What follows belongs to an exercise in optimizing a design on an open flow for small area, a short achievable clock period and few clock cycles; a production flow would make more cautious choices. In this exercise RTL edits were held to simulation tests only and were not proved equivalent to the original. Power is estimated from default activity; no workload was simulated.

==> inputs of run R <==
## bct_encoder
module bct_encoder (
    input  wire        clk,
    input  wire        rst,
    input  wire        start,
    output wire        ready,
    input  wire [15:0] cfg_len,     
    input  wire [1:0]  cfg_wsel,    
    input  wire        cfg_list,    
    input  wire        cfg_skip,    
    input  wire [5:0]  cfg_bw,      
    input  wire [15:0] cfg_mcl,     
    output reg         done,
    output reg         rd_req,
    output reg  [15:0] rd_idx,
    input  wire        rd_valid,
    input  wire [31:0] rd_data,
    output wire        out_valid,
    output wire [7:0]  out_data,
    input  wire        out_ready
);
    localparam K = 6;               
    localparam S_IDLE  = 4'd0;
    localparam S_RDL   = 4'd1;      
    localparam S_RDF   = 4'd2;      
    localparam S_NODE  = 4'd3;
    localparam S_SRCH  = 4'd4;
    localparam S_EMIT  = 4'd5;
    localparam S_LITW  = 4'd6;
    localparam S_LITP  = 4'd7;
    localparam S_LITL  = 4'd8;
    localparam S_RECD  = 4'd9;
    localparam S_CLOSE = 4'd10;
    localparam S_POPH  = 4'd11;     
    reg [3:0]  state;
    reg        list_r;
    reg        skip_r;
    reg [15:0] mcl_r;
    reg [5:0]  ebw_r;
    reg [15:0] f, e, l;
    reg [5:0]  b;
    reg [31:0] lowmask;             
    reg [4:0]  nb;                  
    reg        lit_f;               
    reg        pw2;                 
    reg [3:0]  lg2;                 
    reg        lupd;                
    reg [31:0] F, L;
    reg [31:0] P, A;                
    reg        cv;                  
    reg [15:0] lo, hi;
    reg        rec;                 
    reg        issued;              
    reg [31:0] pend;                
    reg [15:0] stk [0:K-1];
    reg [2:0]  scnt;
    reg [47:0] acc;
    reg [5:0]  cnt;
    reg        closing;
    reg        pv;                  
    reg [31:0] pval;
    reg [5:0]  pn;
    integer j;
    function [4:0] msb16;           
        input [15:0] v;
        integer k;
        begin
            msb16 = 5'd0;
            for (k = 0; k < 16; k = k + 1)
                if (v[k]) msb16 = k[4:0];
        end
    endfunction
    function [31:0] tmask;          
        input [5:0] n;
        integer k;
        begin
            for (k = 0; k < 32; k = k + 1)
  ...
==> flow/config.mk <==
export PLATFORM = sky130hd
export DESIGN_NAME = bct_encoder
export DESIGN_NICKNAME = bct_encoder
export VERILOG_FILES = /design/flow/design.v
export SDC_FILE = /design/flow/constraint.sdc
export NUM_CORES = 4
export LEC_CHECK = 0
export ABC_CLOCK_PERIOD_IN_PS = 3500
export CAP_MARGIN = 20
export CORE_MARGIN = 2
export CORE_UTILIZATION = 40
export SETUP_SLACK_MARGIN = 4.5
export SLEW_MARGIN = 20
==> flow/constraint.sdc <==
create_clock -name core_clock -period 8.0 [get_ports {clk}]
set_input_delay 1.6000 -clock core_clock [delete_from_list [all_inputs] [get_ports {clk}]]
set_output_delay 1.6000 -clock core_clock [all_outputs]
set_load 0.01 [all_outputs]
run.sh (not shown) runs the stock make flow with config.mk's settings and CLKGATE_MAP_FILE= SYNTH_SCRIPT=/design/flow/synth_recipe.tcl, a recipe that flattens the netlist after the stock synthesis.
==> run A (differences from run R) <==
--- a/flow/design.v
+++ b/flow/design.v
@@ -14,46 +14,40 @@
     output reg  [15:0] rd_idx,
     input  wire        rd_valid,
     input  wire [31:0] rd_data,
     output wire        out_valid,
     output wire [7:0]  out_data,
     input  wire        out_ready
 );
-    localparam K = 6;               
+    localparam K = 5;               
     localparam S_IDLE  = 4'd0;
     localparam S_RDL   = 4'd1;      
     localparam S_RDF   = 4'd2;      
     localparam S_NODE  = 4'd3;
     localparam S_SRCH  = 4'd4;
     localparam S_EMIT  = 4'd5;
     localparam S_LITW  = 4'd6;
     localparam S_LITP  = 4'd7;
     localparam S_LITL  = 4'd8;
     localparam S_RECD  = 4'd9;
     localparam S_CLOSE = 4'd10;
-    localparam S_POPH  = 4'd11;     
+    localparam S_RECP  = 4'd11;     
     reg [3:0]  state;
     reg        list_r;
     reg        skip_r;
     reg [15:0] mcl_r;
     reg [5:0]  ebw_r;
     reg [15:0] f, e, l;
     reg [5:0]  b;
     reg [31:0] lowmask;             
-    reg [4:0]  nb;                  
-    reg        lit_f;               
-    reg        pw2;                 
-    reg [3:0]  lg2;                 
-    reg        lupd;                
     reg [31:0] F, L;
-    reg [31:0] P, A;                
-    reg        cv;                  
     reg [15:0] lo, hi;
     reg        rec;                 
     reg        issued;              
+    reg        fk;                  
     reg [31:0] pend;                
     reg [15:0] stk [0:K-1];
     reg [2:0]  scnt;
     reg [47:0] acc;
     reg [5:0]  cnt;
     reg        closing;
     reg        pv;                  
@@ -82,37 +76,40 @@
     wire [31:0] bsel  = lowmask ^ {1'b0, lowmask[31:1]};    
     wire [31:0] bsel2 = {1'b0, bsel[31:1]};                 
     wire        bitF  = |(F & bsel);
     wire        bitL  = |(L & bsel);
     wire        bitF2 = |(F & bsel2);
     wire        bitL2 = |(L & bsel2);
     wire        setsk = skip_r && !list_r;
-    wire        full  = setsk && pw2 && (b == {2'b00, lg2});
-    wire        full2 = setsk && pw2 && (b == {2'b00, lg2} + 6'd1);
+    wire [4:0]  nb    = (l == 16'd0) ? 5'd0 : msb16(l) + 5'd1;    
+    wire        lit_f = (l <= mcl_r);
+    wire        full  = setsk && (bsel[31:15] == 17'd0) && (l == {bsel[14:0], 1'b0});
+    wire        full2 = setsk && (bsel[31:16] == 16'd0) && (l == bsel[15:0]);
     wire        os1   = bitF || !bitL;                      
-    wire        two   = os1 && (bitF2 || !bitL2) && !full2 && (b >= 6'd2) && (nb <= 5'd4);
+    wire        two   = os1 && (bitF2 || !bitL2) && !full2 && (b >= 6'd2) && (l[15:4] == 12'd0);
     wire        b_one = (b == 6'd1);
     wire        b_two = (b == 6'd2);
     wire [3:0]  z1    = bitF  ? 4'd0 : l[3:0];
     wire [3:0]  z2    = bitF2 ? 4'd0 : l[3:0];
     wire [7:0]  zz    = {4'd0, z1} | ({4'd0, z2} << nb[2:0]);
     wire        node_sp2 = (state == S_NODE) && !full && !lit_f && !os1 && (l == 16'd2);
     wire        emit_now = room && (node_sp2 || (state == S_EMIT));
     wire [15:0] fp1      = f + 16'd1;
     wire [15:0] s_emit   = (state == S_NODE) ? fp1 : lo;
     wire [16:0] sum1  = {1'b0, lo} + {1'b0, rd_idx};
     wire [15:0] idxp1 = rd_idx + 16'd1;
-    wire [16:0] sum0  = {1'b0, idxp1} + {1'b0, hi};
-    wire        cont1 = lo < rd_idx;
-    wire        cont0 = idxp1 < hi;
+    wire [17:0] sum0w = {1'b0, rd_idx, 1'b1} + {1'b0, hi, 1'b1};    
+    wire [16:0] sum0  = sum0w[17:1];
+    wire        cont1 = (lo != rd_idx);
+    wire        cont0 = (idxp1 != hi);
     wire        pbit  = |(rd_data & bsel);
-    wire        pmatch = ~|((rd_data ^ L) & tmask(ebw_r) & ~lowmask);
-    wire        pred  = rec ? pmatch : pbit;
+    wire        pmatch = ~|((F ^ L) & tmask(ebw_r) & ~lowmask);
+    wire        pred  = pbit;
     wire [16:0] fe    = {1'b0, f} + {1'b0, e};
-    wire        lit_more = (lo + 16'd2 < e);
+    wire        lit_more = (lo != hi);      
     reg  [4:0]  lv;
     always @(*) begin
         lv = 5'd0;
         for (j = 31; j >= 1; j = j - 1)
             if (pend[j]) lv = j[4:0];
     end
     reg do_pop;
@@ -209,68 +206,57 @@
                 cnt <= (cnt_p >= 6'd8) ? cnt_p - 6'd8 : 6'd0;
             end else begin
                 if (pv) acc <= merged;
                 cnt <= cnt_p;
             end
         end
     end
-    reg         fl_we;
-    reg  [15:0] l_fl;
-    wire [4:0]  l_msb = msb16(l_fl);
+    reg         l_we;
+    reg  [15:0] l_new;
     always @(*) begin
-        fl_we = 1'b0;
-        l_fl  = e - s_emit;
+        l_we  = 1'b0;
+        l_new = e - lo;
         if (state == S_IDLE) begin
-            fl_we = start;
-            l_fl  = cfg_len;
-        end else if (lupd) begin
-            fl_we = 1'b1;
-            l_fl  = l;
+            l_we  = start;
+            l_new = cfg_len;
+        end else if (node_sp2) begin
+            l_we  = emit_now;
+            l_new = 16'd1;
         end else if (emit_now || state == S_RECD) begin
-            fl_we = 1'b1;
-        end
-    end
-    always @(posedge clk) begin
-        if (fl_we) begin
-            nb    <= (l_fl == 16'd0) ? 5'd0 : l_msb + 5'd1;
-            lg2   <= l_msb[3:0];
-            pw2   <= (l_fl != 16'd0) && ((l_fl & (l_fl - 16'd1)) == 16'd0);
-            lit_f <= (l_fl <= ((state == S_IDLE) ? cfg_mcl : mcl_r));
+            l_we  = 1'b1;
         end
     end
     always @(posedge clk) begin
         if (rst) begin
             state  <= S_IDLE;
             done   <= 1'b0;
             rd_req <= 1'b0;
             pend   <= 32'd0;
             scnt   <= 3'd0;
-            lupd   <= 1'b0;
-            cv     <= 1'b0;
         end else begin
             done <= 1'b0;
-            lupd <= 1'b0;
-            if (fl_we) l <= l_fl;
+            if (l_we) l <= l_new;
             case (state)
                 S_IDLE: begin
                     if (start) begin
                         list_r  <= cfg_list;
                         skip_r  <= cfg_skip;
                         mcl_r   <= cfg_mcl;
                         ebw_r   <= (cfg_bw == 6'd0) ? cfg_w : cfg_bw;
                         b       <= (cfg_bw == 6'd0) ? cfg_w : cfg_bw;
                         lowmask <= tmask((cfg_bw == 6'd0) ? cfg_w : cfg_bw);
                         f       <= 16'd0;
                         e       <= cfg_len;
-                        rd_idx  <= cfg_len - 16'd1;
+                        rd_idx  <= 16'd0;
+                        fk      <= 1'b1;
                         rd_req  <= (cfg_len != 16'd0);
                         rec     <= 1'b0;
                         pend    <= 32'd0;
                         scnt    <= 3'd0;
-                        state   <= (cfg_len == 16'd0) ? S_CLOSE : S_RDL;
+                        state   <= (cfg_len == 16'd0) ? S_CLOSE : S_RDF;
                     end
                 end
                 S_RDL: begin
                     if (rd_valid) begin
                         L <= rd_data;
                         if (rec) begin
                             lo <= 16'd0;
@@ -280,36 +266,48 @@
                             end else begin
                                 hi     <= e - 16'd1;
                                 rd_idx <= (e - 16'd1) >> 1;
                                 state  <= S_SRCH;
                             end
                         end else if (full) begin
                             rd_req <= 1'b0;
+                        end else if (fk) begin
+                            fk     <= 1'b0;
+                            rd_req <= 1'b0;
+                            state  <= S_NODE;
                         end else if (l == 16'd1) begin
                             F      <= rd_data;
                             rd_req <= 1'b0;
                             state  <= S_NODE;
                         end else begin
                             rd_idx <= f;
                             state  <= S_RDF;
                         end
                     end
                 end
                 S_RDF: begin
                     if (rd_valid) begin
-                        F      <= rd_data;
-                        rd_req <= 1'b0;
-                        state  <= S_NODE;
+                        F <= rd_data;
+                        if (fk && l != 16'd1) begin
+                            rd_idx <= e - 16'd1;
+                            state  <= S_RDL;
+                        end else begin
+                            if (fk) L <= rd_data;
+                            fk     <= 1'b0;
+                            rd_req <= 1'b0;
+                            state  <= S_NODE;
+                        end
                     end
                 end
                 S_NODE: begin
                     if (full) begin
                     end else if (lit_f) begin
                         if (room) begin
                             lo <= fp1;
+                            hi <= e - 16'd2;
                             if (l == 16'd2) begin
                                 state <= S_LITL;
                             end else if (l != 16'd1) begin
                                 rd_idx <= fp1;
                                 rd_req <= 1'b1;
                                 state  <= S_LITW;
                             end
@@ -324,83 +322,102 @@
                                 lowmask <= {1'b0, lowmask[31:1]};
                             end
                         end
                     end else if (l != 16'd2) begin
                         lo     <= fp1;
                         hi     <= e - 16'd1;
                         F      <= L;
-                        if (!b_one) begin
-                            P <= F;
-                            A <= F;
-                        end
                         rd_idx <= fe[16:1];
                         rd_req <= 1'b1;
                         state  <= S_SRCH;
                     end
                 end
                 S_SRCH: begin
-                    if (rd_valid) begin
+                    if (rd_valid && rec) begin
+                        F      <= rd_data;
+                        rd_req <= 1'b0;
+                        state  <= S_RECP;
+                    end else if (rd_valid) begin
                         if (pred) begin
                             hi <= rd_idx;
                             F  <= rd_data;
                             if (cont1) begin
                                 rd_idx <= sum1[16:1];
                             end else begin
                                 rd_req <= 1'b0;
                                 state  <= rec ? S_RECD : S_EMIT;
                             end
                         end else begin
                             lo <= idxp1;
-                            if (!b_one) A <= rd_data;
                             if (cont0) begin
                                 rd_idx <= sum0[16:1];
                             end else begin
                                 rd_req <= 1'b0;
                                 state  <= rec ? S_RECD : S_EMIT;
                             end
                         end
                     end
                 end
                 S_LITW: begin
                     if (rd_valid) begin
                         F <= rd_data;
                         if (room && lit_more) begin
-                            lo     <= lo + 16'd1;
-                            rd_idx <= lo + 16'd1;
+                            lo     <= idxp1;
+                            rd_idx <= idxp1;
                             issued <= 1'b1;
                         end else begin
                             rd_req <= 1'b0;
                             issued <= 1'b0;
                         end
                         state <= S_LITP;
                     end
                 end
                 S_LITP: begin
                     if (room) begin
                         if (issued) begin
                             state <= S_LITW;
                         end else if (lit_more) begin
-                            lo     <= lo + 16'd1;
-                            rd_idx <= lo + 16'd1;
+                            lo     <= idxp1;
+                            rd_idx <= idxp1;
                             rd_req <= 1'b1;
                             state  <= S_LITW;
                         end else begin
                             state <= S_LITL;
                         end
                     end
                 end
+                S_RECP: begin
+                    if (pmatch) begin
+                        hi <= rd_idx;
+                        if (cont1) begin
+                            rd_idx <= sum1[16:1];
+                            rd_req <= 1'b1;
+                            state  <= S_SRCH;
+                        end else begin
+                            state  <= S_RECD;
+                        end
+                    end else begin
+                        lo <= idxp1;
+                        if (cont0) begin
+                            rd_idx <= sum0[16:1];
+                            rd_req <= 1'b1;
+                            state  <= S_SRCH;
+                        end else begin
+                            state  <= S_RECD;
+                        end
+                    end
+                end
                 S_RECD: begin
                     f      <= lo;
                     rec    <= 1'b0;
                     rd_idx <= lo;
                     rd_req <= 1'b1;
                     state  <= S_RDF;
                 end
                 S_EMIT, S_LITL: ;
-                S_POPH: state <= S_NODE;
                 S_CLOSE: begin
                     if (!pv && (cnt == 6'd0 || (drain && cnt <= 6'd8))) begin
                         done  <= 1'b1;
                         state <= S_IDLE;
                     end
                 end
                 default: state <= S_IDLE;
@@ -410,45 +427,36 @@
                 stk[0] <= f;
                 for (j = 1; j < K; j = j + 1)
                     stk[j] <= stk[j-1];
                 if (scnt != K) scnt <= scnt + 3'd1;
                 f       <= s_emit;
                 b       <= b - 6'd1;
                 lowmask <= {1'b0, lowmask[31:1]};
-                if (state == S_NODE) begin
-                    F <= L;
-                    P <= F;
-                    A <= F;
-                end
-                cv      <= 1'b1;
+                if (state == S_NODE) F <= L;
                 state   <= S_NODE;
             end
             if (do_pop) begin
                 if (pend == 32'd0) begin
                     state <= S_CLOSE;
                 end else begin
                     pend[lv] <= 1'b0;
                     e        <= f;
                     b        <= {1'b0, lv};
                     lowmask  <= tmask({1'b0, lv});
                     rd_idx   <= f - 16'd1;
-                    rd_req   <= !cv;
-                    cv       <= 1'b0;
-                    F        <= P;
-                    L        <= A;
+                    rd_req   <= 1'b1;
                     if (scnt != 3'd0) begin
                         f    <= stk[0];
                         l    <= f - stk[0];
-                        lupd <= 1'b1;
                         for (j = 0; j < K - 1; j = j + 1)
                             stk[j] <= stk[j+1];
                         scnt <= scnt - 3'd1;
                         rec  <= 1'b0;
                     end else begin
                         rec  <= 1'b1;
                     end
-                    state <= cv ? S_POPH : S_RDL;
+                    state <= S_RDL;
                 end
             end
         end
     end
 endmodule
==> flow/config.mk (replaced) <==
export PLATFORM = sky130hd
export DESIGN_NAME = bct_encoder
export DESIGN_NICKNAME = bct_encoder
export VERILOG_FILES = /design/flow/design.v
export SDC_FILE = /design/flow/constraint.sdc
export NUM_CORES = 4
export LEC_CHECK = 0
export CAP_MARGIN = 20
export CORE_MARGIN = 2
export CORE_UTILIZATION = 40
export PLACE_DENSITY = 0.5
export SLEW_MARGIN = 20
==> run P (differences from run R) <==
==> flow/config.mk (replaced) <==
export PLATFORM = sky130hd
export DESIGN_NAME = bct_encoder
export DESIGN_NICKNAME = bct_encoder
export VERILOG_FILES = /design/flow/design.v
export SDC_FILE = /design/flow/constraint.sdc
export NUM_CORES = 4
export LEC_CHECK = 0
export CAP_MARGIN = 20
export CORE_MARGIN = 2
export CORE_UTILIZATION = 40
export PLACE_DENSITY = 0.5
export SLEW_MARGIN = 20
==> summary of the runs <==
Run R went through all stages and came out clean. Run P completed without violations. Run A went through all stages and came out clean.
Against run R, the global-route usage of run P is lower by 4.3 points.
The highest clock power belongs to run P, the lowest to run A.
Against run R, the combinational power of run A is lower by about 45%.
Non-clock buffer count: run R > run P > run A.
Between run R and run A, the lower final cell count is in run A (gap about 25%, measured against run A).
Synthesized cell count is the same in run R and run P.
==> figures <==
|  | run A | run P | run R |
|---|---|---|---|
| Width of the die | 318 um | 345 um | 345 um |
| Fill cells | 9996 | 11500 | 10100 |
| Maximum single-stage delay on the critical path | 0.66 ns | 0.81 ns | 0.68 ns |
| Non-filler instance count after layout | 6036 | 6927 | 7560 |
| Minimum setup slack in the final design | 2.21 ns | 1.58 ns | 3.49 ns |
| Tcrit/Tclk final | 0.724 | 0.803 | 0.563 |
| Compound-cell area share of the yosys netlist | 0.280 | 0.276 | 0.276 |
| Final HPWL from detailed placement | 138000 um | 158000 um | 151000 um |
| Minimum setup slack among reg-to-reg paths | 2.21 ns | 1.58 ns | 3.49 ns |
| Cell depth of the worst flop-to-flop path | 13 | 17 | 16 |
| Critical path fanouts, max | 62 | 13 | 9 |
| Max_slew headroom | 0.219 | 0.218 | 0.260 |
| Outcome | no timing/DRC/antenna violations | no timing/DRC/antenna violations | no timing/DRC/antenna violations |
Testbench counts of run R, summed over its fixed seeds: cycles 121,501.
Testbench counts of run A, summed over its fixed seeds: cycles 135,485.
Testbench counts of run P, summed over its fixed seeds: cycles 121,501.

==> static timing again, ports no longer ideal <==
No port has a modelled driver above. Below, the same layouts with a new extraction and two added sets of constraints. Step 1 sets driving cells, clkbuf_16 on the clock port and buf_2 on the other inputs (assumed; they add their load-dependent delay and slew). Step 2 moves the port delays by t, midway between the first and last clock arrival at a register: inputs arrive t later, outputs are due t later. That takes back most of the time a late clock gives input paths. a / b / c = ideal ports / drivers / drivers and shift; a / b = the first two.
run | shift t [ns] | slack for setup (ns) | hold WS [ns] | worst setup path after step 2 | pins driven straight from the clock port
run R | 0.739 | 3.495 / 3.495 / 3.172 | 0.501 / 0.501 / 0.501 | input to register | 1
run A | 0.753 | 2.210 / 2.210 / 1.965 | 0.479 / 0.479 / 0.479 | input to register | 1
run P | 0.748 | 1.575 / 1.575 / 1.281 | 0.487 / 0.487 / 0.487 | input to register | 1
After both steps setup and hold are still met in every run listed. For run R, which loses most, drivers alone change the setup slack by 0.000 ns; drivers and shift together by -0.323 ns.
